Background: an optimization exercise with open tools, aiming at small area, a short achievable clock period and few clock cycles. Do not read the settings as production practice.
Where RTL was checked, it was by simulation tests only, not by an equivalence proof against the original.
The RTL of run 1 was laid out without a check of its function.
No activity file was given, so power comes from the tool's default toggle rates.

==> flow/design.v <==
module sdio_spi_engine (
    input  wire        clk,
    input  wire        rst,             
    input  wire        op_valid,
    output wire        op_ready,
    input  wire [7:0]  op_sel,          
    input  wire [7:0]  op_index,
    input  wire [31:0] op_arg,
    input  wire [16:0] op_count,
    input  wire [9:0]  op_block_size,
    input  wire        op_mode,
    input  wire [1:0]  op_fn,
    input  wire [2:0]  op_width,
    output wire        res_valid,
    output wire [3:0]  res_code,
    output wire [7:0]  res_status,
    output wire [7:0]  res_stuff,
    output wire        ev_valid,
    output wire [2:0]  ev_kind,
    output reg  [7:0]  ev_tx,
    input  wire        ev_ready,
    input  wire [7:0]  ev_rx,
    input  wire        wd_valid,
    output wire        wd_ready,
    input  wire [7:0]  wd_data,
    output reg         rd_valid,
    output wire [7:0]  rd_data
);
    function [6:0] crc7_byte(input [6:0] acc, input [7:0] b);
        integer k;
        reg [6:0] r;
        reg fb;
        begin
            r = acc;
            for (k = 7; k >= 0; k = k - 1) begin
                fb = b[k] ^ r[6];
                r  = {r[5:0], 1'b0};
                if (fb) r = r ^ 7'h09;
            end
            crc7_byte = r;
        end
    endfunction
    function [15:0] crc16_byte(input [15:0] acc, input [7:0] b);
        integer k;
        reg [15:0] r;
        begin
            r = acc ^ {b, 8'h00};
            for (k = 0; k < 8; k = k + 1) begin
                if (r[15]) r = {r[14:0], 1'b0} ^ 16'h1021;
                else       r = {r[14:0], 1'b0};
            end
            crc16_byte = r;
        end
    endfunction
    localparam [5:0] S_CS1   = {3'd0, 3'd0},    
                     S_CS0   = {3'd0, 3'd1},    
                     S_CTX   = {3'd0, 3'd2},    
                     S_PTOK  = {3'd1, 3'd2},    
                     S_PDAT  = {3'd2, 3'd2},    
                     S_PCRC  = {3'd3, 3'd2},    
                     S_PSTOP = {3'd4, 3'd2},    
                     S_RDY   = {3'd0, 3'd3},    
                     S_RESP  = {3'd1, 3'd3},    
                     S_STUFF = {3'd2, 3'd3},    
                     S_GTOK  = {3'd3, 3'd3},    
                     S_GPAY  = {3'd4, 3'd3},    
                     S_GCRC  = {3'd5, 3'd3},    
                     S_DRT   = {3'd6, 3'd3},    
                     S_FIN   = {3'd7, 3'd3},    
                     S_CRIT1 = {3'd0, 3'd4},
                     S_CRIT0 = {3'd0, 3'd5},
                     S_IDLE  = {3'd0, 3'd6},
                     S_PWAIT = {3'd1, 3'd6},    
                     S_DONE  = {3'd0, 3'd7};    
    localparam [2:0] R_SUCCESS       = 3'd0,
                     R_UNSPECIFIED   = 3'd1,
                     R_NOT_READY     = 3'd2,
                     R_INV_RESP      = 3'd3,
                     R_INV_RESP_DATA = 3'd4,
                     R_INV_CRC       = 3'd5,
                     R_TIMEOUT       = 3'd6;
    localparam [1:0] T_CMD = 2'd0, T_SET = 2'd1, T_GET = 2'd2, T_PUT = 2'd3;
    reg [5:0]  state;
    reg [1:0]  optype;
    reg [2:0]  idx;        
    reg [1:0]  step;       
    reg [2:0]  res;
    reg [9:0]  cnt;        
    reg [15:0] crc;        
    reg [31:0] u;
    wire acc = ev_valid & ev_ready;
    wire rx_ff = (ev_rx == 8'hFF);
    wire c_last199 = cnt[7] & cnt[6] & cnt[2] & cnt[1] & cnt[0];    
    wire c_last254 = &cnt[7:1];                                        
    wire c_last3   = cnt[1] & cnt[0];                                  
    wire c_last5   = cnt[2] & cnt[0];                                  
    wire c_last1   = cnt[0];                                           
    wire [16:0] rem = u[16:0];
    reg  rem1, rem0;
    function [16:0] dec17(input [16:0] a);
        integer i;
        begin
            dec17[0] = ~a[0];
            for (i = 1; i < 17; i = i + 1)
                dec17[i] = a[i] ^ ((a & ((17'd1 << i) - 17'd1)) == 17'd0);
        end
    endfunction
    function [9:0] inc10(input [9:0] a);
        integer i;
        begin
            inc10[0] = ~a[0];
            for (i = 1; i < 10; i = i + 1)
                inc10[i] = a[i] ^ ((a | ~((10'd1 << i) - 10'd1)) == 10'h3FF);
        end
    endfunction
    wire [16:0] rem_dec = dec17(rem);
    wire [9:0]  cnt_inc = inc10(cnt);
    wire blk_last = (cnt == 10'h3FE);
    wire is63 = idx[1];
    wire is53 = idx[0] & ~idx[1];
    reg fault;
    assign ev_valid = ~(state[2] & state[1]) & ~fault;
    assign ev_kind  = state[2:0];
    assign op_ready = (state == S_IDLE);
    assign res_valid = (state == S_DONE);
    assign res_code  = {fault, res};
    assign res_status = u[15:8];
    assign res_stuff  = ev_tx;     
    assign rd_data   = ev_tx;      
    assign wd_ready  = (state == S_PWAIT) |
                       (((state == S_PTOK) | ((state == S_PDAT) & ~blk_last)) & ev_ready);
    wire [5:0] ix = op_index[5:0];
    wire idx_ok   = (op_index[7:6] == 2'b00) &&
                    ((ix == 6'd0) || (ix[5:1] == 5'b11010) || (ix == 6'd63));
    wire bs_ok    = op_block_size[9] == (op_block_size[8:0] == 9'd0);
    wire width_ok = (op_width == 3'd1) || (op_width == 3'd2) || (op_width == 3'd4);
    wire fn_ok    = op_fn[1] ^ op_fn[0];
    wire cnt_nz   = (op_count != 17'd0);
    wire cnt_le512 = (op_count[16:10] == 7'd0) && (!op_count[9] || op_count[8:0] == 9'd0);
    wire put_ok   = cnt_nz && (op_mode ? bs_ok : cnt_le512);
    wire sel_data = op_sel[5] & ~op_sel[4];             
    wire sel_hi0  = (op_sel[7:6] == 2'b00) && (op_sel[3:1] == 3'b000);
    wire op_ok    = sel_hi0 && (
                    (op_sel[5:4] == 2'b01 && !op_sel[0] && idx_ok) ||
                    (op_sel[5:4] == 2'b11 && !op_sel[0] && width_ok && fn_ok) ||
                    (op_sel[5:4] == 2'b10 && (op_sel[0] ? put_ok : bs_ok)));
    wire [7:0] fb0 = {2'b01, idx[2], idx[2], idx[1], idx[2], idx[1], idx[0]};
    wire is_set = (optype == T_SET);
    wire [1:0] aw_fn   = u[3:2];
    wire [1:0] aw_code = u[1:0];
    wire [7:0] fb1 = is_set ? {1'b1, aw_fn, 5'b00010} : u[31:24];
    wire [7:0] fb2 = is_set ? 8'h00 : u[23:16];
    wire [7:0] fb3 = is_set ? {5'b00000, step, 1'b0} : u[15:8];
    wire [7:0] fb4 = is_set ? ((step == 2'd0) ? u[23:16] :
                               (step == 2'd1) ? u[31:24] : {6'd0, aw_code}) : u[7:0];
    wire [6:0] crc7_nx = crc7_byte(crc[6:0], ev_tx);
    wire [7:0] fb5 = is63 ? 8'hFF : {crc7_nx, 1'b1};
    wire [15:0] crc16_nx = crc16_byte(crc, ev_tx);
    wire [2:0] drt_res = (ev_tx == 8'hEB || ev_tx == 8'hED) ? R_INV_RESP :
                         (ev_tx == 8'hFF) ? R_TIMEOUT : R_UNSPECIFIED;
    wire take = wd_valid & wd_ready;
    always @(posedge clk) begin
        if (state == S_CS1 || state == S_RDY)
            ev_tx <= (optype == T_PUT) ? (u[27] ? 8'hFC : 8'hFE) : fb0;
        else if (ev_kind == 3'd3 && ev_ready)
            ev_tx <= ev_rx;
        else if (take)
            ev_tx <= wd_data;
        else if (ev_ready) begin
            case (state)
                S_CTX:
                    case (cnt[2:0])
                        3'd0:    ev_tx <= fb1;
                        3'd1:    ev_tx <= fb2;
                        3'd2:    ev_tx <= fb3;
                        3'd3:    ev_tx <= fb4;
                        default: ev_tx <= fb5;
                    endcase
                S_PDAT:  ev_tx <= crc16_nx[15:8];
                S_PCRC:  ev_tx <= crc[7:0];
                S_CRIT0: ev_tx <= 8'hFD;
                default: ;
            endcase
        end
    end
    always @(posedge clk) begin
        rd_valid <= ~rst & (state == S_GPAY) & ev_ready;
        if (rst) begin
            state <= S_IDLE;
        end else begin
            case (state)
            S_IDLE: begin
                if (op_valid) begin
                    res  <= R_SUCCESS;
                    step <= 2'd0;
                    u    <= op_arg;
                    rem1 <= (op_count == 17'd1);
                    rem0 <= (op_count == 17'd0);
                    state <= S_CS1;
                    fault <= !op_ok;
                    if (sel_data) begin
                        optype   <= {1'b1, op_sel[0]};
                        u[16:0]  <= op_count;
                        u[26:17] <= (op_sel[0] && !op_mode) ? op_count[9:0] : op_block_size;
                        u[27]    <= op_mode && (op_count[16:1] != 16'd0);
                        u[28]    <= op_mode;
                    end else begin
                        optype <= {1'b0, op_sel[5]};
                        if (op_sel[5]) begin
                            idx    <= 3'b100;
                            u[3:0] <= {op_fn, op_width[2], op_width[1]};
                        end else begin
                            idx    <= {op_index[4], op_index[3], op_index[0]};
                        end
                    end
                end
            end
            S_DONE: state <= S_IDLE;
            S_CS1: if (fault) begin
                state <= S_DONE;
            end else if (ev_ready) begin
                cnt <= 10'd0;
                if (optype == T_GET) begin
                    state <= rem0 ? S_CS0 : S_GTOK;
                end else if (optype == T_CMD && is63) begin
                    cnt   <= 10'd0;
                    state <= S_CTX;
                end else begin
                    state <= S_RDY;
                end
            end
            S_RDY: begin
                crc <= 16'h0000;                if (ev_ready) begin
                    if (rx_ff) begin
                        cnt   <= 10'd0;
                        state <= (optype == T_PUT) ? S_PTOK : S_CTX;
                    end else if (c_last199) begin
                        res   <= R_NOT_READY;
                        cnt   <= 10'd0;
                        state <= (optype == T_PUT) ? S_FIN : S_CS0;
                    end else begin
                        cnt <= cnt_inc;
                    end
                end
            end
            S_CTX: if (ev_ready) begin
                crc[6:0] <= crc7_nx;
                cnt      <= cnt_inc;
                if (c_last5) begin
                    cnt   <= 10'd0;
                    state <= S_RESP;
                end
            end
            S_RESP: if (ev_ready) begin
                u[15:8] <= ev_rx;
                res     <= (ev_rx != 8'h00) ? R_INV_RESP : R_SUCCESS;
                cnt     <= cnt_inc;
                if (!rx_ff || c_last199) state <= S_STUFF;
            end
            S_STUFF: if (ev_ready) begin
                if (res == R_SUCCESS && is53 && ev_rx != 8'h00)
                    res <= R_INV_RESP_DATA;
                state <= S_CS0;
            end
            S_CS0: if (ev_ready) begin
                if (is_set && step != 2'd2 && res == R_SUCCESS) begin
                    step  <= step + 2'd1;
                    state <= S_CS1;
                end else begin
                    state <= S_DONE;
                end
            end
            S_GTOK: begin
                crc <= 16'hFE00;
                if (ev_ready) begin
                    cnt <= cnt_inc;
                    if (ev_rx == 8'hFE) begin
                        cnt   <= ~u[26:17];
                        state <= S_GPAY;
                    end else if (c_last199) begin
                        res   <= R_TIMEOUT;
                        state <= S_CS0;
                    end
                end
            end
            S_GPAY: if (ev_ready) begin
                crc     <= crc16_nx;
                u[16:0] <= rem_dec;
                rem1    <= (rem == 17'd2);
                rem0    <= rem1;
                cnt     <= cnt_inc;
                if (blk_last || rem1) begin
                    cnt   <= 10'd0;
                    state <= S_GCRC;
                end
            end
            S_GCRC: if (ev_ready) begin
                crc   <= crc16_nx;
                cnt   <= cnt_inc;
                if (c_last1) begin
                    if ({ev_tx, ev_rx} != crc) begin
                        res   <= R_INV_CRC;
                        state <= S_CS0;
                    end else if (rem0) begin
                        state <= S_CS0;
                    end else begin
                        cnt   <= 10'd0;
                        state <= S_GTOK;
                    end
                end
            end
            S_PTOK: if (ev_ready) begin
                cnt <= ~u[26:17];
                state <= wd_valid ? S_PDAT : S_PWAIT;
            end
            S_PWAIT: if (wd_valid) state <= S_PDAT;
            S_PDAT: if (ev_ready) begin
                cnt <= cnt_inc;
                crc <= crc16_nx;
                if (blk_last) begin
                    cnt   <= 10'd0;
                    state <= S_PCRC;
                end else if (!wd_valid) begin
                    state <= S_PWAIT;
                end
            end
            S_PCRC: if (ev_ready) begin
                cnt   <= cnt_inc;
                if (c_last1) state <= S_CRIT1;
            end
            S_CRIT1: if (ev_ready) begin
                cnt   <= 10'd0;
                state <= S_DRT;
            end
            S_DRT: if (ev_ready) begin
                cnt   <= cnt_inc;
                if (!rx_ff || c_last3) state <= S_CRIT0;
            end
            S_CRIT0: if (ev_ready) begin
                cnt <= 10'd0;
                if (ev_tx != 8'hE5) begin
                    res   <= drt_res;
                    state <= S_FIN;
                end else if (!u[28] || rem1) begin
                    state <= u[27] ? S_PSTOP : S_FIN;
                end else begin
                    u[16:0] <= rem_dec;
                    rem1    <= (rem == 17'd2);
                    rem0    <= rem1;
                    cnt     <= 10'd0;
                    state   <= S_RDY;
                end
            end
            S_PSTOP: if (ev_ready) begin
                cnt   <= 10'd0;
                state <= S_FIN;
            end
            S_FIN: if (ev_ready) begin
                cnt <= cnt_inc;
                if (rx_ff || c_last254) state <= S_CS0;
            end
            default: state <= S_IDLE;
            endcase
        end
    end
endmodule
==> flow/flow/run.sh <==
#!/bin/bash
# Layout flow: the standard ORFS flow, with the port buffers that
# buffer_ports inserts made from plain sky130_fd_sc_hd__buf_1 cells
# instead of the delay-buffer cell it picks by default. The make output
# of every step goes to standard.log; ORFS keeps each tool's own log
# under orfs/logs/.
set -euo pipefail
export BUFFER_PORTS_ARGS="-buffer_cell sky130_fd_sc_hd__buf_1"
bash standard.sh finish > standard.log 2>&1
==> flow/standard.sh <==
#!/bin/bash
# synth_recipe.tcl (not shown) runs the flow's synth.tcl, then flattens the netlist and writes it again
# the make line also repeats each setting of config.mk as NAME=value (left out here)
make -C /OpenROAD-flow-scripts/flow DESIGN_CONFIG=/design/flow/config.mk WORK_HOME=/design/flow/orfs CLKGATE_MAP_FILE= SYNTH_SCRIPT=/design/flow/synth_recipe.tcl "${@:-finish}"
==> flow/config.mk <==
export PLATFORM = sky130hd
export DESIGN_NAME = sdio_spi_engine
export DESIGN_NICKNAME = sdio_spi_engine
export VERILOG_FILES = /design/flow/design.v
export SDC_FILE = /design/flow/constraint.sdc
export NUM_CORES = 4
export LEC_CHECK = 0
export CAP_MARGIN = 20
export CORE_MARGIN = 2
export CORE_UTILIZATION = 40
export SETUP_SLACK_MARGIN = 2.3
export SLEW_MARGIN = 20
==> flow/constraint.sdc <==
create_clock -name core_clock -period 5.0 [get_ports {clk}]
set_input_delay 1.0000 -clock core_clock [delete_from_list [all_inputs] [get_ports {clk}]]
set_output_delay 1.0000 -clock core_clock [all_outputs]
set_load 0.01 [all_outputs]
==> summary.txt, run 1 <==
Status
  – Outcome: no timing/DRC/antenna violations

Detailed routing
  – Post-route ant nets: 0
  – DRC errors left: 0
  – Initial DRC Count: ~1100
  – Wire length per cell: 22.7 um
  – Via count: 7899
  – Routed wire length: approximately 28000 um
  – Via density: about 6.3
  – Drt pass-1 iters: 6

Yosys
  – Top FF cell, synth: edfxtp_1
  – Average cell area after synthesis: approximately 8.6 sq um
  – Syn_nets: 1004
  – Cell variety after synth: 85
  – Synth top area cells: edfxtp_1 31%, xnor2_1 5.6%, nand2_1 5.0%
  – Yosys reg bits: 86
  – Asr flop ratio synth: 0
  – Cell count after synthesis: 886
  – YS warnings: 1
  – Register area share after synthesis: 0.330
  – Top-area cell type share of the netlist area: 0.312
  – Mapped cell area: between 7000 and 8000 sq um
  – Synth area leader: edfxtp_1
  – Number of flops mapped to enable cells by yosys: between 70 and 80
  – Synth top cells by count: 101 x nand2_1, 79 x edfxtp_1, 63 x nor2_1, 54 x o21ai_0, 49 x xnor2_1
  – Top-count cell post-synth: nand2_1

STA
  – Fin crit period: between 2 and 3 ns
  – Fin. max-slew vios: 0
  – Fin Clk Skew: 0.0138 ns
  – Tcrit/Tclk final: 0.593
  – Final setup fails: 0
  – RSZ-0062 raised after global routing: true
  – Fin Setup TNS: 0 ns
  – Worst Max-Slew Pin Slew: approximately 0.95 ns
  – Final Hold Viols: 0
  – Rel. slew slack: 0.362
  – Max Fclk: between 300 and 400 MHz
  – Final hold slack: 0.646 ns

GRT
  – Largest net degree at the start of global routing: 25
  – Vias in the first global route: ~7100
  – Tot GR Track Use: 0.276
  – Gr ovfl total: 0
  – Global-route wire length before repair: between 40000 and 50000 um
  – Initial antenna violation count: 0

Clock network
  – Clock Tree Buf Depth: 2
  – H-Tree Depth: 3
  – CTS tree: yes
  – Clock Sinks: between 80 and 90
  – Clk Tree Root Cell: clkbuf_16
  – Clock latency on the worst-skew pair: approximately 0.37 ns
  – CTS Buf Count: 9
  – Clock-pin slew on the worst setup and hold paths: 0.06 ns
  – CTS hold repair buffers: 0

Worst setup path
  – Worst R2R End: cnt[8]
  – Worst reg2reg startpoint: ev_tx[5]
  – Crit path DAT: roughly 2.0 ns
  – CP Cell Sequence: or4b_4 > nor2_4 > and2_4 > a31oi_2 > o22ai_1 > buf_2
  – Critical path type: reg2out
  – R2r worst-path depth: 7
  – Worst EP required: around 4 ns
  – Flop-to-flop setup slack: roughly 2.1 ns
  – Crit path max fanout: 11
  – Slowest cell on crit path: or4b_4
  – Worst setup EP type: primary output
  – Crit-path max cell delay: 0.58 ns
  – Worst setup SP type: flop

Layout
  – Final Non-Filler Cells: ~1200
  – Area Growth Syn to Fin: 20.1%
  – Core Util, Final: 0.489
  – Share of post-route cells with drive strength above 1: 0.156
  – Diode count: 0
  – Nets: 1127

Worst hold path
  – Hold Path End: u[0]
  – Worst hold start: u[0]
  – Hold crit path type: reg2reg
  – Worst Hold Path Cells: 1

Pwr
  – Total Power: ~0.0048 W
  – Leakage: 3.12 nW
  – PD cells: 521 nW/um^2
  – Maximum vdd drop: 0.231 mV

Placed design
  – Inst Count DP: 1194
  – # port buffers: approximately 150
  – Hpwl dp: slightly above 20000 um
  – GP Congestion: about 0.94

Floorplan
  – Width of the die: roughly 140 um
  – Area of the die: between 20000 and 25000 sq um
  – Io pins: 146
  – Starting density of the core: 0.407
  – Row cnt: 50
  – Core ar.: 18700 sq um
  – Die Y: about 140 um

Flow run
  – Max-cap violations: 0
layout by cell type (no fill, tap or decap), types with 21 or more instances in the layout:
| cell | instances |
|---|---|
| xnor2_1 | 47 |
| nor2_1 | 57 |
| nand3_1 | 24 |
| nor3_1 | 21 |
| edfxtp_1 | 79 |
| xor2_1 | 26 |
| buf_4 | 42 |
| a21oi_1 | 34 |
| o21ai_0 | 53 |
| nand2_1 | 101 |
| buf_1 | 135 |
routing by layer:
metal,track usage,vias up,share of wire
li1,-,3551,-
met1,0.379,3712,0.41
met2,0.431,554,0.45
met3,0.0452,82,0.099
met4,0.116,0,0.036
met5,0,-,0
registers in the layout, indices dropped and copies added (netlist names), 2 cells and up:
name    flops
cnt        10
crc        16
ev_tx       8
idx         3
optype      2
res         3
state       6
step        2
u          32
worst max-delay path by stage:
| stage | from | to | slack (ns) | cells past startpoint |
|---|---|---|---|---|
| 2_1_floorplan | ev_rx[0] | cnt[2] | 1.90 | 7 |
| 3_3_place_gp | ev_rx[0] | cnt[4] | 1.45 | 7 |
| 3_5_place_dp | ev_rx[0] | cnt[5] | 1.39 | 7 |
| 4_1_cts | state[5] | wd_ready | 2.05 | 7 |
| 5_1_grt | ev_rx[4] | cnt[5] | 1.98 | 8 |
| 6_report | state[0] | wd_ready | 2.03 | 6 |
power by group:
group          total, W  internal (W)  switching, W
Combinational   0.00271       0.00116       0.00155
Clock          0.000695      0.000387      0.000308
Sequential      0.00136       0.00106      0.000301
Total           0.00477       0.00260       0.00216
metrics by stage:
| step | instance area, sq um | setup slack [ns] |
|---|---|---|
| floorplan | 7620 | 1.90 |
| global placement | 8100 | 1.45 |
| detailed placement | 8100 | 1.39 |
| CTS | 8840 | 2.05 |
| global route | 9140 | 1.98 |
| finish | 9140 | 2.03 |
cell families (layout without fill, tap and decap cells):
kind of cell    after synthesis  after routing  share of synthesized area
simple gates                345            345                      0.240
mux                          22             22                     0.0296
fa+ha+maj                    16             16                     0.0263
compound gates              233            233                      0.205
flops                        86             86                      0.330
buf+inv                     104            232                     0.0679
xor+xnor                     80             80                      0.101
what timing repair did:
item                                    in CTS  in global routing
buffers inserted                            22                 15
cloned                                       1                  0
gates resized for setup                     65                 40
pin swaps                                   11                 14
endpoints found under the setup margin     103                 53
final cells by class:
type | count | area (sq um)
timing repair buffer | 194 | 1030
tap | 234 | 293
fill | 1806 | 9570
inverter | 22 | 85.1
sequential | 86 | 2530
clock inverter | 7 | 70.1
clock buffer | 9 | 225
multi-input combinational | 696 | 4900
critical path, delay by kind of cell (launching register included):
family / cells / cell delay, ns
buffers and inverters: 1 / 0.17
AOI/OAI and AO/OA: 2 / 0.20
and+or+nand+nor: 3 / 0.84
DFF: 1 / 0.39
==> run 2: changes to the inputs <==
--- a/flow/design.v
+++ b/flow/design.v
@@ -60,4 +60,5 @@
                      S_PCRC  = {3'd3, 3'd2},    
                      S_PSTOP = {3'd4, 3'd2},    
+                     S_PLAST = {3'd5, 3'd2},    
                      S_RDY   = {3'd0, 3'd3},    
                      S_RESP  = {3'd1, 3'd3},    
@@ -129,5 +130,5 @@
     assign rd_data   = ev_tx;      
     assign wd_ready  = (state == S_PWAIT) |
-                       (((state == S_PTOK) | ((state == S_PDAT) & ~blk_last)) & ev_ready);
+                       (((state == S_PTOK) | (state == S_PDAT)) & ev_ready);
     wire [5:0] ix = op_index[5:0];
     wire idx_ok   = (op_index[7:6] == 2'b00) &&
@@ -177,5 +178,5 @@
                         default: ev_tx <= fb5;
                     endcase
-                S_PDAT:  ev_tx <= crc16_nx[15:8];
+                S_PLAST: ev_tx <= crc16_nx[15:8];
                 S_PCRC:  ev_tx <= crc[7:0];
                 S_CRIT0: ev_tx <= 8'hFD;
@@ -312,16 +313,16 @@
             S_PTOK: if (ev_ready) begin
                 cnt <= ~u[26:17];
-                state <= wd_valid ? S_PDAT : S_PWAIT;
+                state <= !wd_valid ? S_PWAIT : (u[26:17] == 10'd1) ? S_PLAST : S_PDAT;
             end
-            S_PWAIT: if (wd_valid) state <= S_PDAT;
+            S_PWAIT: if (wd_valid) state <= blk_last ? S_PLAST : S_PDAT;
             S_PDAT: if (ev_ready) begin
                 cnt <= cnt_inc;
                 crc <= crc16_nx;
-                if (blk_last) begin
-                    cnt   <= 10'd0;
-                    state <= S_PCRC;
-                end else if (!wd_valid) begin
-                    state <= S_PWAIT;
-                end
+                state <= !wd_valid ? S_PWAIT : (cnt == 10'h3FD) ? S_PLAST : S_PDAT;
+            end
+            S_PLAST: if (ev_ready) begin
+                crc   <= crc16_nx;
+                cnt   <= 10'd0;
+                state <= S_PCRC;
             end
             S_PCRC: if (ev_ready) begin
--- a/flow/config.mk
+++ b/flow/config.mk
@@ -9,4 +9,4 @@
 export CORE_MARGIN = 2
 export CORE_UTILIZATION = 40
-export SETUP_SLACK_MARGIN = 2.3
+export SETUP_SLACK_MARGIN = 2.0
 export SLEW_MARGIN = 20
==> summary.txt, run 2 <==
Worst setup path
  – Worst reg2reg startpoint: state[5]
  – Worst setup SP type: flop
  – Crit-path max cell delay: 0.56 ns
  – Worst EP required: around 4 ns
  – CP Cell Sequence: nor2b_1 > nand2_2 > inv_2 > buf_1
  – Crit path max fanout: 20
  – Slowest cell on crit path: dfxtp_2
  – Crit. Startpoint: state[1]
  – Worst R2R End: state[1]
  – Crit path DAT: around 2 ns
  – Worst setup EP type: primary output
  – Critical path type: reg2out
  – Flop-to-flop setup slack: around 2.1 ns
  – R2r worst-path depth: 6

Yosys
  – Mapped cell area: 7430 sq um
  – Syn_nets: 976
  – Cell variety after synth: just over 80
  – Top-count cell post-synth: nand2_1
  – Number of flops mapped to enable cells by yosys: between 70 and 80
  – Top FF cell, synth: edfxtp_1
  – Synth area leader: edfxtp_1
  – Register area share after synthesis: 0.338
  – Cell count after synthesis: roughly 860
  – Asr flop ratio synth: 0
  – Synth top area cells: edfxtp_1 32%, xnor2_1 5.4%, nand2_1 4.7%
  – Top-area cell type share of the netlist area: 0.319
  – Synth top cells by count: 93 x nand2_1, 79 x edfxtp_1, 59 x nor2_1, 57 x a21oi_1, 55 x o21ai_0
  – Yosys reg bits: 86
  – Average cell area after synthesis: 8.66 sq um
  – YS warnings: 1

Floorplan
  – Width of the die: 140 um
  – Row cnt: between 40 and 50
  – Core ar.: roughly 18000 sq um
  – Area of the die: 19700 sq um
  – Die Y: roughly 140 um
  – Starting density of the core: 0.411
  – Io pins: roughly 150

Placed design
  – # port buffers: 145
  – Inst Count DP: between 1000 and 1500
  – GP Congestion: 1.10
  – Hpwl dp: a little over 20000 um

Clock network
  – Clock-pin slew on the worst setup and hold paths: 0.08 ns
  – CTS tree: yes
  – Clock Sinks: 86
  – CTS Buf Count: 9
  – Clk Tree Root Cell: clkbuf_16
  – Clock Tree Buf Depth: 2
  – H-Tree Depth: 3
  – CTS hold repair buffers: 0
  – Clock latency on the worst-skew pair: around 0.37 ns

STA
  – Final setup fails: 0
  – Max Fclk: about 330 MHz
  – RSZ-0062 raised after global routing: true
  – Fin Setup TNS: 0 ns
  – Fin crit period: approximately 3 ns
  – Tcrit/Tclk final: 0.601
  – Fin. max-slew vios: 0
  – Rel. slew slack: 0.365
  – Fin Clk Skew: around 0.016 ns
  – Final Hold Viols: 0
  – Worst Max-Slew Pin Slew: 0.952 ns

Layout
  – Largest Register: u
  – Most frequent cells in the layout: 144 x buf_1, 92 x nand2_1, 79 x edfxtp_1
  – Share of post-route cells with drive strength above 1: 0.0785
  – Diode count: 0
  – Nets: around 1100
  – Largest registers: u: 32 flops, crc: 16 flops, cnt: 10 flops
  – Area Growth Syn to Fin: 11.7%
  – Final Non-Filler Cells: roughly 1200
  – Max reg flops: 32
  – Most common cell after layout, fill and taps aside: buf_1

Pwr
  – PD cells: slightly below 500 nW/um^2
  – Maximum vdd drop: 0.188 mV
  – Leakage: around 2.8 nW

Detailed routing
  – Drt pass-1 iters: 8
  – Via count: about 7500
  – Via density: approximately 6.3
  – Initial DRC Count: ~980
  – Post-route ant nets: 0
  – Wire length per cell: about 23 um
  – DRC errors left: 0
  – Routed wire length: 26700 um

GRT
  – Initial antenna violation count: 0
  – Tot GR Track Use: 0.270
  – Gr ovfl total: 0
  – Global-route wire length before repair: just over 40000 um
  – Largest net degree at the start of global routing: 37
  – Vias in the first global route: approximately 7000

Worst hold path
  – Hold crit path type: reg2reg
  – Worst Hold Path Cells: 2
  – Hold Path End: state[3]
  – Worst hold start: state[3]

Flow run
  – Max-cap violations: 0

Status
  – Outcome: no timing/DRC/antenna violations
## run 2: cell types whose count changed in the layout (fill, tap and decap cells not counted), moves of 9 or more
| cell | before | now |
|---|---|---|
| a31oi_1 | 17 | 8 |
| xor2_1 | 26 | 16 |
| a21oi_1 | 34 | 56 |
| nand2_1 | 101 | 92 |
| buf_4 | 42 | 12 |
| buf_1 | 135 | 144 |
## run 2: worst max path at each step
stage / to / slack (ns) / cells past startpoint
after floorplan: wd_ready / 2.26 / 2
after global routing: wd_ready / 1.89 / 3
after CTS: wd_ready / 1.89 / 3
final: op_ready / 2.00 / 4
after global placement: wd_ready / 1.72 / 4
after detailed placement: wd_ready / 1.72 / 4
## run 2: logic make-up (layout without fill, tap and decap cells)
| group | count (synthesis) | count (layout) | share of synthesized area |
|---|---|---|---|
| adders and majority gates | 16 | 16 | 0.0270 |
| muxes | 23 | 23 | 0.0313 |
| DFF | 86 | 86 | 0.338 |
| and+or+nand+nor | 319 | 319 | 0.229 |
| AOI/OAI and AO/OA | 247 | 247 | 0.222 |
| xor gates and xnor gates | 67 | 67 | 0.0851 |
| buffers and inverters | 100 | 197 | 0.0676 |
## run 2: cell type report
class / count / area, sq um
multi-input combinational: 672 / 4460
inverter: 24 / 90.1
sequential: 86 / 2520
fill: 1830 / 9790
clock inverter: 7 / 77.6
clock buffer: 9 / 225
timing repair buffer: 157 / 636
tap: 229 / 287
## run 2: power breakdown
group	leakage, nW	switching [W]	internal, W
Sequential	0.790	0.000324	0.00105
Clock	0.144	0.000342	0.000354
Combinational	1.86	0.00126	0.000790
Total	2.80	0.00193	0.00219
## run 2: timing repair
action / CTS / global route
buffers inserted: 0 / 0
resized for setup: 10 / 9
setup endpoints to repair: 35 / 44
endpoints found under the hold margin: 0 / 0
gates cloned: 0 / 0
## run 2: routing by layer
layer	vias up	track usage	routed length [um]
met2	540	0.420	11900
met4	0	0.115	1010
li1	3405	-	-
met3	87	0.0574	2780
met5	-	0	0
met1	3434	0.366	11100
## run 2: critical path: cells and delay by family, from the launching register on
kind	cells	cell delay [ns]
buf+inv	2	0.33
simple gates	2	0.75
flops	1	0.56
## run 2: stage by stage
step / utilization / cell area (sq um) / setup slack [ns] / hold slack [ns] / power, W
after floorplan: - / 7430 / 2.26 / 0.578 / 0.00280
after global placement: 0.439 / 7940 / 1.72 / 0.602 / 0.00336
after detailed placement: 0.439 / 7940 / 1.72 / 0.614 / 0.00335
after CTS: 0.457 / 8270 / 1.89 / 0.621 / 0.00407
final: 0.459 / 8300 / 2.00 / 0.617 / 0.00412
after global routing: 0.459 / 8300 / 1.89 / 0.648 / 0.00433
Testbench counts of run 2, summed over its fixed seeds: cycles 293,774.
==> run 3: changes to the inputs <==
--- a/flow/config.mk
+++ b/flow/config.mk
@@ -9,4 +9,4 @@
 export CORE_MARGIN = 2
 export CORE_UTILIZATION = 40
-export SETUP_SLACK_MARGIN = 2.0
+export SETUP_SLACK_MARGIN = 2.6
 export SLEW_MARGIN = 20
==> summary.txt, run 3 <==
Worst setup path
  – Crit-path max cell delay: 0.56 ns
  – Slowest cell on crit path: or4b_4
  – Worst EP required: roughly 4.0 ns
  – Critical path type: reg2out
  – CP Cell Sequence: buf_12 > or4b_4 > nor2_4 > buf_6
  – Crit. Startpoint: state[4]
  – R2r worst-path depth: 9
  – Worst setup SP type: flop
  – Worst R2R End: u[15]
  – Flop-to-flop setup slack: approximately 2.6 ns
  – Crit path DAT: about 1.6 ns
  – Worst reg2reg startpoint: state[4]
  – Worst setup EP type: primary output
  – Crit path max fanout: 5
  – Worst Setup EP: res_valid

Layout
  – Most common cell after layout, fill and taps aside: buf_1
  – Multi-input logic area: a little over 5000 sq um
  – Largest Register: u
  – Nets: 1134
  – Most frequent cells in the layout: 131 x buf_1, 88 x nand2_1, 79 x edfxtp_1
  – Share of post-route cells with drive strength above 1: 0.222
  – Diode count: 0
  – Fillers: 1675
  – Area Growth Syn to Fin: 28.9%
  – Largest registers: u: 32 flops, crc: 16 flops, cnt: 10 flops
  – Register Area: between 2000 and 3000 sq um
  – Core Util, Final: 0.529
  – Max reg flops: 32

Detailed routing
  – Via count: ~7700
  – Post-route ant nets: 0
  – Initial DRC Count: around 920
  – Via density: 6.14
  – Drt pass-1 iters: 6
  – DRC errors left: 0
  – Wire length per cell: about 22 um
  – Routed wire length: about 27000 um

Yosys
  – Xor and xnor area share after synthesis: 0.0851
  – Top FF cell, synth: edfxtp_1
  – Top-count cell post-synth: nand2_1
  – Yosys reg bits: between 80 and 90
  – Compound-Gate Fraction of Synth Area: 0.222
  – Asr flop ratio synth: 0
  – Mapped cell area: 7430 sq um
  – Largest family of logic cells by synthesized area: simple AND/OR/NAND/NOR gates
  – Cell variety after synth: 82
  – Cell count after synthesis: between 800 and 900
  – Synth area leader: edfxtp_1
  – Synth top cells by count: 93 x nand2_1, 79 x edfxtp_1, 59 x nor2_1, 57 x a21oi_1, 55 x o21ai_0
  – YS warnings: 1
  – Register area share after synthesis: 0.338
  – Top-area cell type share of the netlist area: 0.319
  – Post-Synth Simple-Gate Area: 0.229
  – Number of flops mapped to enable cells by yosys: 79
  – Syn_nets: between 900 and 1000
  – Average cell area after synthesis: around 8.7 sq um
  – Adder-Cell Fraction of Synth Area: 0.0270
  – Mux cell area share after synthesis: 0.0313
  – Synth top area cells: edfxtp_1 32%, xnor2_1 5.4%, nand2_1 4.7%

Flow run
  – Max-cap violations: 0

Clock network
  – H-Tree Depth: 3
  – Clock Sinks: between 80 and 90
  – CTS tree: yes
  – Clock latency on the worst-skew pair: 0.37 ns
  – Clock Tree Buf Depth: 2
  – CTS Buf Count: 9
  – Clk Tree Root Cell: clkbuf_16
  – Clock-pin slew on the worst setup and hold paths: 0.08 ns

STA
  – Max Fclk: 379 MHz
  – RSZ-0062 raised after global routing: true
  – Rel. slew slack: 0.317
  – Worst Max-Slew Pin Slew: a little over 1 ns
  – Tcrit/Tclk final: 0.528
  – Fin Clk Skew: 0.00901 ns
  – Fin crit period: between 2 and 3 ns
  – Final Hold Viols: 0
  – Fin Setup TNS: 0 ns
  – Fin. max-slew vios: 0
  – Final setup fails: 0

GRT
  – Vias in the first global route: between 7000 and 8000
  – Largest net degree at the start of global routing: 37
  – Initial antenna violation count: 0
  – Global-route wire length before repair: about 42000 um
  – Tot GR Track Use: 0.272
  – Gr ovfl total: 0

Status
  – Outcome: no timing/DRC/antenna violations

Floorplan
  – Core ar.: around 18000 sq um
  – Io pins: between 100 and 150
  – Area of the die: just under 20000 sq um
  – Starting density of the core: 0.411
  – Width of the die: between 100 and 150 um
  – Row cnt: 49
  – Die Y: approximately 140 um

Placed design
  – Hpwl dp: ~20000 um
  – GP Congestion: 1.05
  – # port buffers: approximately 150

Pwr
  – Leakage: around 3.4 nW
  – PD cells: ~500 nW/um^2
  – Maximum vdd drop: about 0.22 mV

Worst hold path
  – Hold crit path type: reg2reg
## run 3: critical path: cells and delay by family, from the launching register on
kind | cells | cell delay [ns]
simple gates | 2 | 0.68
buf+inv | 2 | 0.24
flops | 1 | 0.36
## run 3: cells by family (layout without fill, tap and decap cells)
kind of cell,Yosys count,in the layout
AO/OA/AOI/OAI,247,247
XOR/XNOR,67,67
adder cells (fa/ha/maj),16,16
buffers and inverters,100,263
flip-flops,86,86
multiplexers,23,23
AND/OR/NAND/NOR,319,319
## run 3: repair_timing
| item | 4_1_cts | 5_1_grt |
|---|---|---|
| hold endpoints to repair | 0 | 0 |
| hold buffers | 0 | 0 |
| gates cloned | 0 | 0 |
| setup buffers | 32 | 40 |
| setup endpoints to repair | 133 | 90 |
| pin swaps | 11 | 29 |
| resized for setup | 89 | 87 |
## run 3: worst min path at each step
stage | to | from | slack (ns) | depth (start not counted)
6_report | u[0] | u[0] | 0.65 | 1
5_1_grt | u[0] | u[0] | 0.68 | 1
4_1_cts | u[0] | u[0] | 0.65 | 1
3_5_place_dp | u[0] | u[0] | 0.64 | 1
3_3_place_gp | u[0] | u[0] | 0.62 | 1
2_1_floorplan | step[0] | step[0] | 0.58 | 1
## run 3: per-stage QoR
stage | std cells | power, W | hold slack, ns | setup WS (ns) | area, sq um
floorplan | 858 | 0.00283 | 0.578 | 2.56 | 7520
global route | 1250 | 0.00500 | 0.681 | 2.33 | 9580
finish | 1250 | 0.00477 | 0.649 | 2.36 | 9580
global placement | 1162 | 0.00337 | 0.624 | 1.60 | 7980
detailed placement | 1162 | 0.00335 | 0.637 | 1.55 | 7980
CTS | 1210 | 0.00439 | 0.650 | 2.35 | 8900
## run 3: report_power, final
group	leakage, nW	switching [W]	total (W)	internal [W]
logic	2.44	0.00152	0.00273	0.00121
clock network	0.152	0.000356	0.000717	0.000360
registers	0.793	0.000269	0.00132	0.00105
total	3.39	0.00214	0.00477	0.00263
## run 3: final cells by class
type / count / share of cell area
clock buffers: 9 / 0.0235
multi-input cells: 672 / 0.527
flip-flops and latches: 86 / 0.265
clock inverters: 7 / 0.00875
repair buffers: 223 / 0.136
well taps: 229 / 0.0299
inverters: 24 / 0.00980
## run 3: per-layer routing
layer,part of all wire,up-vias,global-route usage,wire (um)
met5,0,-,0,0
met4,0.036,0,0.111,993
met3,0.10,79,0.0479,2840
met2,0.45,533,0.432,12300
met1,0.41,3528,0.369,11300
li1,-,3538,-,-
==> run 4: changes to the inputs <==
--- a/flow/config.mk
+++ b/flow/config.mk
@@ -9,4 +9,4 @@
 export CORE_MARGIN = 2
 export CORE_UTILIZATION = 40
-export SETUP_SLACK_MARGIN = 2.6
+export SETUP_SLACK_MARGIN = 2.45
 export SLEW_MARGIN = 20
==> summary.txt, run 4 <==
Status
  – Outcome: no timing/DRC/antenna violations

Clock network
  – CTS hold repair buffers: 0
  – Clock-pin slew on the worst setup and hold paths: approximately 0.080 ns
  – CTS tree: yes
  – Clk Tree Root Cell: clkbuf_16
  – Clock Sinks: 86
  – Clock Tree Buf Depth: 2
  – H-Tree Depth: 3
  – Clock latency on the worst-skew pair: 0.37 ns
  – CTS Buf Count: 9

Layout
  – Fillers: roughly 1700
  – Core Util, Final: 0.500
  – Largest Register: u
  – Diode count: 0
  – Most frequent cells in the layout: 131 x buf_1, 89 x nand2_1, 79 x edfxtp_1
  – Largest registers: u: 32 flops, crc: 16 flops, cnt: 10 flops
  – Area Growth Syn to Fin: 21.7%
  – Share of post-route cells with drive strength above 1: 0.173
  – Most common cell after layout, fill and taps aside: buf_1
  – Max reg flops: 32
  – Nets: ~1100

Yosys
  – Average cell area after synthesis: ~8.7 sq um
  – Top FF cell, synth: edfxtp_1
  – Synth top cells by count: 93 x nand2_1, 79 x edfxtp_1, 59 x nor2_1, 57 x a21oi_1, 55 x o21ai_0
  – Mapped cell area: ~7400 sq um
  – Asr flop ratio synth: 0
  – Top-area cell type share of the netlist area: 0.319
  – Cell variety after synth: between 80 and 90
  – YS warnings: 1
  – Top-count cell post-synth: nand2_1
  – Syn_nets: 976
  – Yosys reg bits: 86
  – Register area share after synthesis: 0.338
  – Synth area leader: edfxtp_1
  – Cell count after synthesis: between 800 and 900
  – Synth top area cells: edfxtp_1 32%, xnor2_1 5.4%, nand2_1 4.7%
  – Number of flops mapped to enable cells by yosys: 79

Worst setup path
  – Crit-path max cell delay: ~0.43 ns
  – Slowest cell on crit path: or3b_4
  – Worst EP required: 4.00 ns
  – Worst setup EP type: primary output
  – Flop-to-flop setup slack: around 2.4 ns
  – Critical path type: reg2out
  – Crit path max fanout: 5
  – Crit path DAT: roughly 1.7 ns
  – CP Cell Sequence: or3b_4 > a2111oi_4 > buf_2
  – Worst setup SP type: flop

STA
  – RSZ-0062 raised after global routing: true
  – Fin. max-slew vios: 0
  – Fin Clk Skew: roughly 0.015 ns
  – Fin crit period: between 2 and 3 ns
  – Tcrit/Tclk final: 0.542
  – Fin Setup TNS: 0 ns
  – Max Fclk: roughly 370 MHz
  – Rel. slew slack: 0.409
  – Final setup fails: 0
  – Worst Max-Slew Pin Slew: 0.887 ns
  – Final Hold Viols: 0

Flow run
  – Max-cap violations: 0

GRT
  – Vias in the first global route: roughly 7200
  – Global-route wire length before repair: ~42000 um
  – Tot GR Track Use: 0.278
  – Initial antenna violation count: 0
  – Gr ovfl total: 0
  – Largest net degree at the start of global routing: 37

Floorplan
  – Core ar.: approximately 18000 sq um
  – Starting density of the core: 0.411
  – Area of the die: 19700 sq um
  – Width of the die: 140 um
  – Io pins: ~150
  – Row cnt: between 40 and 50
  – Die Y: ~140 um

Detailed routing
  – Initial DRC Count: slightly above 900
  – Post-route ant nets: 0
  – Wire length per cell: between 20 and 25 um
  – Via count: around 8000
  – DRC errors left: 0
  – Routed wire length: approximately 28000 um
  – Drt pass-1 iters: 8
  – Via density: 6.34

Pwr
  – PD cells: around 500 nW/um^2
  – Leakage: between 3 and 4 nW
  – Maximum vdd drop: around 0.18 mV
  – Total Power: 0.00452 W

Placed design
  – # port buffers: around 150
  – Hpwl dp: 20400 um
  – GP Congestion: between 1 and 1.5

Worst hold path
  – Hold crit path type: reg2reg
-- run 4: cell types whose count changed in the layout (fill, tap and decap cells not counted), moves of 3 or more --
cell	delta
buf_2	+8
nor3_1	+3
nor3_4	-4
nor2_2	-3
buf_12	-4
buf_6	-3
xnor2_1	+6
nor2_1	+4
xnor2_2	-4
buf_4	-25
-- run 4: per-stage QoR --
| stage | worst slack [ns] | area (sq um) | hold slack (ns) | instances |
|---|---|---|---|---|
| finish | 2.29 | 9040 | 0.636 | 1226 |
| global route | 2.27 | 9040 | 0.627 | 1226 |
| CTS | 2.30 | 8640 | 0.621 | 1200 |
| detailed placement | 1.67 | 7920 | 0.611 | 1164 |
| global placement | 1.73 | 7920 | 0.605 | 1164 |
| floorplan | 2.46 | 7440 | 0.578 | 858 |
-- run 4: worst paths after layout --
kind            start  endpoint  cells after the start
min           step[0]   step[0]                      1
max          state[3]  wd_ready                      3
max reg2reg  state[5]  state[0]                      8
min reg2reg   step[0]   step[0]                      1
-- run 4: per-layer routing --
layer  up-vias  track usage  routed length [um]
met3       105       0.0523                2840
met4         0        0.120                1220
met1      3607        0.378               11400
li1       3483            -                   -
met2       574        0.434               12400
met5         -            0                   0
-- run 4: where the power goes --
group / leakage, nW / switching (W) / total [W] / internal, W
clock network: 0.144 / 0.000350 / 0.000704 / 0.000354
logic: 2.22 / 0.00144 / 0.00249 / 0.00105
registers: 0.792 / 0.000278 / 0.00133 / 0.00105
total: 3.16 / 0.00206 / 0.00452 / 0.00246
-- run 4: cell families after synthesis --
logic type | share of synthesized area
AOI/OAI and AO/OA | 0.222
and+or+nand+nor | 0.229
buffers and inverters | 0.0676
adders and majority gates | 0.0270
DFF | 0.338
muxes | 0.0313
xor gates and xnor gates | 0.0851
-- run 4: timing repair --
action / 4_1_cts / 5_1_grt
setup endpoints to repair: 106 / 80
setup buffers: 19 / 26
gates resized for setup: 72 / 35
cloned: 1 / 0
pin swaps: 4 / 12
-- run 4: final cells by class --
type	count	area, sq um	area share
well taps	229	287	0.0317
inverters	24	92.6	0.0102
clock buffers	9	225	0.0249
multi-input cells	672	4780	0.528
flip-flops and latches	86	2530	0.280
repair buffers	199	1050	0.116
clock inverters	7	77.6	0.00858
-- run 4: worst max-delay path, delay by kind of cell, from the launching register on --
kind	cells	cell delay (ns)
AOI/OAI and AO/OA	1	0.34
and+or+nand+nor	1	0.43
buffers and inverters	1	0.18
DFF	1	0.39
==> run 5: changes to the inputs <==
--- a/flow/config.mk
+++ b/flow/config.mk
@@ -9,4 +9,4 @@
 export CORE_MARGIN = 2
 export CORE_UTILIZATION = 40
-export SETUP_SLACK_MARGIN = 2.45
+export SETUP_SLACK_MARGIN = 2.3
 export SLEW_MARGIN = 20
==> summary.txt, run 5 <==
Floorplan
  – Die Y: ~140 um
  – Starting density of the core: 0.411
  – Core ar.: between 15000 and 20000 sq um
  – Area of the die: just under 20000 sq um
  – Io pins: between 100 and 150
  – Row cnt: 49
  – Width of the die: around 140 um

Clock network
  – CTS tree: yes
  – CTS Buf Count: 9
  – CTS hold repair buffers: 0
  – Clock latency on the worst-skew pair: ~0.37 ns
  – Clock Tree Buf Depth: 2
  – Clock-pin slew on the worst setup and hold paths: roughly 0.080 ns
  – Clk Tree Root Cell: clkbuf_16
  – Clock Sinks: 86
  – H-Tree Depth: 3

Worst setup path
  – Worst setup SP type: flop
  – Slowest cell on crit path: dfxtp_4
  – CP top delay family: flip-flops
  – CP Cell Sequence: buf_4 > nand2b_2 > a2111oi_2 > buf_2
  – Worst R2R End: crc[10]
  – Buf/Inv on CP: 2
  – Critical path type: reg2out
  – Worst EP required: approximately 4 ns
  – Crit path max fanout: 9
  – Crit-path max cell delay: approximately 0.36 ns
  – R2r worst-path depth: 7
  – Crit path DAT: between 1.5 and 2 ns
  – Flop-to-flop setup slack: ~2.3 ns
  – Worst reg2reg startpoint: state[4]
  – Worst setup EP type: primary output

Pwr
  – Maximum vdd drop: between 0.2 and 0.25 mV
  – PD cells: 499 nW/um^2
  – Leakage: a little under 3 nW

STA
  – Fin Clk Skew: about 0.015 ns
  – Fin Setup TNS: 0 ns
  – Final Hold Viols: 0
  – Setup WS post-layout: 2.30 ns
  – RSZ-0062 raised after global routing: true
  – Tcrit/Tclk final: 0.540
  – Rel. slew slack: 0.440
  – Max Fclk: between 300 and 400 MHz
  – Fin. max-slew vios: 0
  – Worst Max-Slew Pin Slew: 0.840 ns
  – Final setup fails: 0
  – Final hold slack: ~0.64 ns
  – Fin crit period: 2.70 ns

Placed design
  – GP Congestion: roughly 1.1
  – # port buffers: roughly 150
  – Inst Count DP: around 1200
  – Pre-CTS setup slack: 1.75 ns
  – Hpwl dp: roughly 20000 um
  – Placed Area: ~7900 sq um

Yosys
  – Asr flop ratio synth: 0
  – Register area share after synthesis: 0.338
  – Mapped cell area: between 7000 and 8000 sq um
  – Synth area leader: edfxtp_1
  – Number of flops mapped to enable cells by yosys: just under 80
  – Cell variety after synth: around 80
  – Average cell area after synthesis: around 8.7 sq um
  – Top FF cell, synth: edfxtp_1
  – Top-count cell post-synth: nand2_1
  – Yosys reg bits: 86
  – YS warnings: 1
  – Syn_nets: around 1000
  – Cell count after synthesis: 858
  – Synth top area cells: edfxtp_1 32%, xnor2_1 5.4%, nand2_1 4.7%
  – Top-area cell type share of the netlist area: 0.319
  – Synth top cells by count: 93 x nand2_1, 79 x edfxtp_1, 59 x nor2_1, 57 x a21oi_1, 55 x o21ai_0

Detailed routing
  – Post-route ant nets: 0
  – Wire length per cell: between 20 and 25 um
  – Via count: around 7500
  – Initial DRC Count: around 960
  – DRC errors left: 0
  – Drt pass-1 iters: 6
  – Via density: a little over 6
  – Routed wire length: 27000 um

Layout
  – Fillers: 1773
  – Diode count: 0
  – Final Non-Filler Cells: 1207
  – Max reg flops: 32
  – Area Growth Syn to Fin: 16.2%
  – Multi-input logic area: about 4600 sq um
  – Register Area: about 2500 sq um
  – Nets: 1091
  – Most frequent cells in the layout: 134 x buf_1, 91 x nand2_1, 79 x edfxtp_1
  – Largest Register: u
  – Most common cell after layout, fill and taps aside: buf_1
  – Share of post-route cells with drive strength above 1: 0.129
  – Largest registers: u: 32 flops, crc: 16 flops, cnt: 10 flops
  – Finished Cell Area: roughly 8600 sq um

GRT
  – Largest net degree at the start of global routing: 37
  – Gr ovfl total: 0
  – Global-route wire length before repair: 40600 um
  – Initial antenna violation count: 0
  – Vias in the first global route: ~6900
  – Tot GR Track Use: 0.267

Flow run
  – Max-cap violations: 0

Worst hold path
  – Hold crit path type: reg2reg
  – Worst Hold Path Cells: 1
  – Worst hold start: step[0]
  – Hold Path End: step[0]

Status
  – Outcome: no timing/DRC/antenna violations
## run 5: per-stage QoR
step / total power [W] / util
floorplan: 0.00280 / -
CTS: 0.00413 / 0.464
global placement: 0.00335 / 0.438
detailed placement: 0.00333 / 0.438
finish: 0.00431 / 0.477
global route: 0.00452 / 0.477
## run 5: area by class of cell
class                   count  share of cell area
clock inverters             7             0.00942
inverters                  24              0.0104
well taps                 229              0.0332
multi-input cells         672               0.530
flip-flops and latches     86               0.293
clock buffers               9              0.0261
repair buffers            180              0.0977
## run 5: timing repair
item                                    4_1_cts  5_1_grt
pin swaps                                     1        3
hold endpoints to repair                      0        0
buffers inserted                              7       18
endpoints found under the setup margin       76       61
gates resized for setup                      37       28
## run 5: worst max-delay path by stage
stage	from	end	cells past startpoint
after floorplan	op_sel[4]	u[11]	9
after global placement	ev_ready	wd_ready	4
after detailed placement	state[2]	u[12]	7
after CTS	ev_ready	wd_ready	4
after global routing	state[4]	crc[10]	7
final	state[4]	wd_ready	4
## run 5: layer usage
| layer | wire (um) | up-vias | global-route usage |
|---|---|---|---|
| li1 | - | 3445 | - |
| met1 | 11100 | 3473 | 0.364 |
| met2 | 12100 | 529 | 0.427 |
| met3 | 2900 | 76 | 0.0462 |
| met4 | 914 | 0 | 0.102 |
| met5 | 0 | - | 0 |
## run 5: power breakdown
part / internal (W) / total (W) / leakage, nW / switching [W]
sequential: 0.00105 / 0.00131 / 0.792 / 0.000261
combinational: 0.000913 / 0.00229 / 2.04 / 0.00137
clock: 0.000358 / 0.000709 / 0.150 / 0.000351
## run 5: logic make-up after synthesis
family	count (synthesis)	share of synthesized area
simple gates	319	0.229
compound gates	247	0.222
buf+inv	100	0.0676
flops	86	0.338
xor+xnor	67	0.0851
mux	23	0.0313
fa+ha+maj	16	0.0270
==> run 6: changes to the inputs <==
--- a/flow/config.mk
+++ b/flow/config.mk
@@ -9,4 +9,4 @@
 export CORE_MARGIN = 2
 export CORE_UTILIZATION = 40
-export SETUP_SLACK_MARGIN = 2.3
+export SETUP_SLACK_MARGIN = 2.4
 export SLEW_MARGIN = 20
==> summary.txt, run 6 <==
Flow run
  – Max-cap violations: 0

Clock network
  – Clock-pin slew on the worst setup and hold paths: 0.07 ns
  – CTS tree: yes
  – Clock Tree Buf Depth: 2
  – Clk Tree Root Cell: clkbuf_16
  – CTS Buf Count: 9
  – CTS hold repair buffers: 0
  – Clock Sinks: 86
  – H-Tree Depth: 3
  – Clock latency on the worst-skew pair: between 0.3 and 0.4 ns

Worst hold path
  – Hold crit path type: reg2reg
  – Worst hold start: u[0]

Worst setup path
  – Crit. Startpoint: state[4]
  – Critical path type: reg2out
  – Crit path DAT: 1.64 ns
  – Worst setup SP type: flop
  – Worst EP required: approximately 4.0 ns
  – Worst reg2reg startpoint: state[2]
  – Worst setup EP type: primary output
  – Crit path max fanout: 7

GRT
  – Initial antenna violation count: 0
  – Global-route wire length before repair: between 40000 and 50000 um
  – Gr ovfl total: 0
  – Largest net degree at the start of global routing: 38
  – Tot GR Track Use: 0.270
  – Vias in the first global route: 6960

Detailed routing
  – Post-route ant nets: 0
  – DRC errors left: 0
  – Drt pass-1 iters: 6
  – Via density: about 6.3
  – Routed wire length: 27200 um
  – Wire length per cell: between 20 and 25 um
  – Via count: 7603
  – Initial DRC Count: about 980

Floorplan
  – Die Y: roughly 140 um
  – Core ar.: approximately 18000 sq um
  – Starting density of the core: 0.411
  – Width of the die: approximately 140 um
  – Io pins: between 100 and 150
  – Area of the die: a little under 20000 sq um
  – Row cnt: 49

Pwr
  – Sequential Power Share: 0.298
  – Total Power: 0.00443 W
  – Clock power share: 0.174
  – PD cells: 501 nW/um^2
  – Switching part of the total: 0.447
  – Psw: roughly 0.002 W
  – Maximum vdd drop: around 0.19 mV
  – Comb power frac: 0.528
  – Leakage: between 3 and 4 nW
  – Int Pwr: 0.00245 W

Yosys
  – Number of flops mapped to enable cells by yosys: 79
  – YS warnings: 1
  – Cell count after synthesis: between 800 and 900
  – Synth area leader: edfxtp_1
  – Register area share after synthesis: 0.338
  – Average cell area after synthesis: between 8 and 9 sq um
  – Synth top cells by count: 93 x nand2_1, 79 x edfxtp_1, 59 x nor2_1, 57 x a21oi_1, 55 x o21ai_0
  – Syn_nets: between 900 and 1000
  – Mapped cell area: 7430 sq um
  – Top-count cell post-synth: nand2_1
  – Top-area cell type share of the netlist area: 0.319
  – Synth top area cells: edfxtp_1 32%, xnor2_1 5.4%, nand2_1 4.7%
  – Cell variety after synth: 82
  – Asr flop ratio synth: 0
  – Top FF cell, synth: edfxtp_1
  – Yosys reg bits: between 80 and 90

STA
  – Fin Clk Skew: about 0.012 ns
  – Fin. max-slew vios: 0
  – Final Hold Viols: 0
  – Fin crit period: 2.64 ns
  – Fin Setup TNS: 0 ns
  – RSZ-0062 raised after global routing: true
  – Max Fclk: approximately 380 MHz
  – Tcrit/Tclk final: 0.529
  – Final setup fails: 0
  – Setup WS post-layout: approximately 2.4 ns
  – Rel. slew slack: 0.404
  – Worst Max-Slew Pin Slew: ~0.89 ns

Layout
  – Final Non-Filler Cells: 1215
  – Largest Register: u
  – Most common cell after layout, fill and taps aside: buf_1
  – Share of post-route cells with drive strength above 1: 0.148
  – Fillers: 1781
  – Largest registers: u: 32 flops, crc: 16 flops, cnt: 10 flops
  – Max reg flops: 32
  – Core Util, Final: 0.489
  – Most frequent cells in the layout: 132 x buf_1, 89 x nand2_1, 79 x edfxtp_1
  – Area Growth Syn to Fin: 19.1%
  – Nets: between 1000 and 1500
  – Diode count: 0

Placed design
  – Pre-CTS setup slack: between 1.5 and 2 ns
  – GP Congestion: 1.00
  – # port buffers: roughly 150
  – Inst Count DP: ~1200
  – Hpwl dp: a little over 20000 um

Status
  – Outcome: no timing/DRC/antenna violations
## run 6: cell counts after synthesis
No cell type changed its count.
## run 6: kinds of logic after synthesis
logic type,count (synthesis),share of synthesized area
adders and majority gates,16,0.0270
AOI/OAI and AO/OA,247,0.222
DFF,86,0.338
xor gates and xnor gates,67,0.0851
and+or+nand+nor,319,0.229
buffers and inverters,100,0.0676
muxes,23,0.0313
## run 6: power groups by stage
stage	sequential, W	clock (W)	combinational [W]
global placement	0.00136	0	0.00199
detailed placement	0.00137	0	0.00197
CTS	0.00133	0.000776	0.00218
floorplan	0.00120	0	0.00160
global route	0.00134	0.000808	0.00251
finish	0.00132	0.000771	0.00234
## run 6: path summary, 6_finish.rpt
check,cells past startpoint,slack (ns),to
worst max-delay path,4,2.36,res_valid
worst min-delay path,1,0.64,u[0]
worst max register to register,6,2.42,crc[8]
worst min register to register,1,0.64,u[0]
## run 6: worst max-delay path: stages, from the launching register on
cell     delay, ns
dfxtp_4       0.36
buf_6         0.14
or4b_4        0.55
nor2_2        0.10
buf_2         0.13
## run 6: routing by layer
metal	track usage	wire length, um
met5	0	0
met4	0.0813	797
met3	0.0574	2950
met2	0.419	12100
met1	0.378	11300
## run 6: final cells by class
type                       count  area [sq um]  area share
multi-input combinational    672          4670       0.528
sequential                    86          2530       0.286
timing repair buffer         187           932       0.105
tap                          229           287      0.0324
clock buffer                   9           225      0.0255
clock inverter                 7           104      0.0117
inverter                      24          93.8      0.0106
timing repair inverter         1          7.51    0.000849
## run 6: per-stage QoR
| stage | instance area [sq um] | hold slack, ns |
|---|---|---|
| after detailed placement | 7940 | 0.627 |
| after global placement | 7940 | 0.620 |
| after CTS | 8620 | 0.636 |
| after floorplan | 7440 | 0.578 |
| after global routing | 8840 | 0.676 |
| final | 8840 | 0.636 |
## run 6: what timing repair did
action,CTS,global route
hold endpoints to repair,0,0
resized for setup,65,23
pin swaps,5,6
endpoints found under the setup margin,91,69
cloned,0,1
buffers inserted,16,15
==> run 7: changes to the inputs <==
--- a/flow/config.mk
+++ b/flow/config.mk
@@ -9,4 +9,5 @@
 export CORE_MARGIN = 2
 export CORE_UTILIZATION = 40
+export PLACE_DENSITY = 0.75
 export SETUP_SLACK_MARGIN = 2.4
 export SLEW_MARGIN = 20
==> summary.txt, run 7 <==
Status
  – Outcome: no timing/DRC/antenna violations

Detailed routing
  – Wire length per cell: 22.2 um
  – Via count: roughly 7800
  – Initial DRC Count: roughly 900
  – Via density: ~6.4
  – Routed wire length: 26900 um
  – DRC errors left: 0
  – Drt pass-1 iters: 7
  – Post-route ant nets: 0

Yosys
  – Post-Synth Simple-Gate Area: 0.229
  – Mux cell area share after synthesis: 0.0313
  – Number of flops mapped to enable cells by yosys: 79
  – Mapped cell area: 7430 sq um
  – Register area share after synthesis: 0.338
  – Adder-Cell Fraction of Synth Area: 0.0270
  – Synth top cells by count: 93 x nand2_1, 79 x edfxtp_1, 59 x nor2_1, 57 x a21oi_1, 55 x o21ai_0
  – Syn_nets: ~980
  – Top-area cell type share of the netlist area: 0.319
  – Asr flop ratio synth: 0
  – Average cell area after synthesis: just under 9 sq um
  – Top-count cell post-synth: nand2_1
  – Xor and xnor area share after synthesis: 0.0851
  – Synth top area cells: edfxtp_1 32%, xnor2_1 5.4%, nand2_1 4.7%
  – Yosys reg bits: 86
  – Cell count after synthesis: roughly 860
  – Synth area leader: edfxtp_1
  – Largest family of logic cells by synthesized area: simple AND/OR/NAND/NOR gates
  – Compound-Gate Fraction of Synth Area: 0.222
  – Cell variety after synth: a little over 80
  – Top FF cell, synth: edfxtp_1
  – YS warnings: 1

GRT
  – Initial antenna violation count: 0
  – Vias in the first global route: about 7300
  – Largest net degree at the start of global routing: 37
  – Gr ovfl total: 0
  – Tot GR Track Use: 0.268
  – Global-route wire length before repair: 41200 um

Worst setup path
  – Worst EP required: 4.00 ns
  – Worst setup SP type: flop
  – CP Cell Sequence: or3b_4 > a2111oi_4 > buf_2
  – Buf/Inv on CP: 1
  – Crit-path max cell delay: roughly 0.42 ns
  – CP top delay family: simple AND/OR/NAND/NOR gates
  – Flop-to-flop setup slack: roughly 2.4 ns
  – Slowest cell on crit path: or3b_4
  – Crit. Startpoint: state[3]
  – Worst setup EP type: primary output
  – Worst reg2reg startpoint: state[4]
  – Crit path max fanout: 6
  – Crit path DAT: between 1.5 and 2 ns
  – Critical path type: reg2out

Pwr
  – Int Pwr: roughly 0.0023 W
  – Clock power share: 0.165
  – Maximum vdd drop: between 0.2 and 0.25 mV
  – Switching part of the total: 0.460
  – Sequential Power Share: 0.309
  – Comb power frac: 0.526
  – Psw: between 0.0015 and 0.002 W
  – Leakage: ~3.0 nW
  – PD cells: ~500 nW/um^2

Clock network
  – CTS hold repair buffers: 0
  – CTS tree: yes
  – CTS Buf Count: 9
  – H-Tree Depth: 3
  – Clk Tree Root Cell: clkbuf_16
  – Clock latency on the worst-skew pair: ~0.37 ns
  – Clock Sinks: 86
  – Clock Tree Buf Depth: 2
  – Clock-pin slew on the worst setup and hold paths: ~0.07 ns

Floorplan
  – Area of the die: around 20000 sq um
  – Core ar.: about 18000 sq um
  – Io pins: about 150
  – Starting density of the core: 0.411
  – Row cnt: 49
  – Die Y: about 140 um
  – Width of the die: ~140 um

STA
  – Worst Max-Slew Pin Slew: about 0.83 ns
  – Rel. slew slack: 0.445
  – Fin Setup TNS: 0 ns
  – Final setup fails: 0
  – Final Hold Viols: 0
  – Fin Clk Skew: 0.0125 ns
  – Max Fclk: about 370 MHz
  – Tcrit/Tclk final: 0.538
  – RSZ-0062 raised after global routing: true
  – Fin. max-slew vios: 0
  – Fin crit period: ~2.7 ns

Layout
  – Max reg flops: 32
  – Most frequent cells in the layout: 134 x buf_1, 90 x nand2_1, 79 x edfxtp_1
  – Share of post-route cells with drive strength above 1: 0.143
  – Diode count: 0
  – Largest registers: u: 32 flops, crc: 16 flops, cnt: 10 flops
  – Nets: between 1000 and 1500
  – Finished Cell Area: ~8800 sq um
  – Area Growth Syn to Fin: 17.9%
  – Most common cell after layout, fill and taps aside: buf_1
  – Largest Register: u

Placed design
  – Placed Area: roughly 7900 sq um
  – Hpwl dp: 19800 um
  – GP Congestion: between 1 and 1.5
  – # port buffers: about 150

Worst hold path
  – Hold crit path type: reg2reg
  – Worst hold start: state[1]

Flow run
  – Max-cap violations: 0
[run 7: cell counts after synthesis]
Identical to the previous run, type by type.
[run 7: what timing repair did]
item                       4_1_cts  5_1_grt
gates resized for setup         48       37
pin swaps                        3        5
gates cloned                     0        0
buffers inserted                16       13
setup endpoints to repair       80       73
[run 7: metal layers]
metal	routed length, um	track usage
met3	3320	0.0619
met4	1120	0.111
met2	11800	0.422
met1	10600	0.356
met5	0	0
[run 7: logic make-up (layout without fill, tap and decap cells)]
family	Yosys count	in the layout
AOI/OAI and AO/OA	247	247
xor gates and xnor gates	67	67
adders and majority gates	16	16
buffers and inverters	100	222
DFF	86	86
muxes	23	23
and+or+nand+nor	319	319
[run 7: cell type report]
cell class,count,area (sq um)
fill,1745,9330
multi-input combinational,672,4670
sequential,86,2530
timing repair buffer,182,867
tap,229,287
clock buffer,9,225
inverter,24,90.1
clock inverter,7,76.3
[run 7: stage by stage]
step | hold WS (ns) | utilization | total power [W] | cells | setup slack, ns
6_report | 0.648 | 0.484 | 0.00434 | 1209 | 2.31
5_1_grt | 0.673 | 0.484 | 0.00455 | 1209 | 2.21
3_5_place_dp | 0.634 | 0.438 | 0.00330 | 1164 | 1.70
4_1_cts | 0.653 | 0.468 | 0.00414 | 1196 | 2.25
2_1_floorplan | 0.578 | - | 0.00280 | 858 | 2.45
3_3_place_gp | 0.626 | 0.438 | 0.00329 | 1164 | 1.77
[run 7: power groups by stage]
stage | combinational (W) | sequential [W] | clock, W
finish | 0.00229 | 0.00134 | 0.000715
detailed placement | 0.00190 | 0.00140 | 0
floorplan | 0.00160 | 0.00120 | 0
CTS | 0.00207 | 0.00135 | 0.000716
global placement | 0.00189 | 0.00139 | 0
global route | 0.00245 | 0.00136 | 0.000745
[run 7: final timing paths]
path,to,cells after the start
max,wd_ready,3
min,state[1],2
min reg2reg,state[1],2
max reg2reg,ev_tx[4],8
[run 7: worst register-to-register path, delay by kind of cell, from the launching register on]
| kind | cells | cell delay (ns) |
|---|---|---|
| simple gates | 3 | 0.61 |
| compound gates | 3 | 1.16 |
| buf+inv | 2 | 0.30 |
| flops | 1 | 0.36 |

## re-timing with driven ports
No port has a modelled driver above. Below, the same layouts with a new extraction and two added sets of constraints. Step 1: set_driving_cell puts a clkbuf_16 on clk and a buf_2 on each other input, an assumption about the parent block. Step 2 also shifts input and output timing later by t, the mid clock arrival at the registers, as if the neighbouring blocks saw the same clock. Three values: no drivers, after step 1, after step 2; two values: the first two.
| run | shift t [ns] | setup slack, ns | latest minus earliest clock arrival (ns) |
|---|---|---|---|
| run 1 | 0.406 | 2.035 / 1.988 / 1.626 | 0.014 / 0.014 |
| run 2 | 0.405 | 1.996 / 1.950 / 1.688 | 0.016 / 0.016 |
| run 3 | 0.406 | 2.359 / 2.316 / 2.206 | 0.009 / 0.010 |
| run 4 | 0.403 | 2.292 / 2.249 / 2.122 | 0.016 / 0.015 |
| run 5 | 0.405 | 2.299 / 2.245 / 1.952 | 0.014 / 0.014 |
| run 6 | 0.394 | 2.356 / 2.313 / 2.107 | 0.012 / 0.012 |
| run 7 | 0.411 | 2.308 / 2.252 / 2.025 | 0.013 / 0.013 |
After both steps setup and hold are still met in every run listed. For run 1, which loses most, drivers alone change the setup slack by -0.047 ns; drivers and shift together by -0.409 ns.
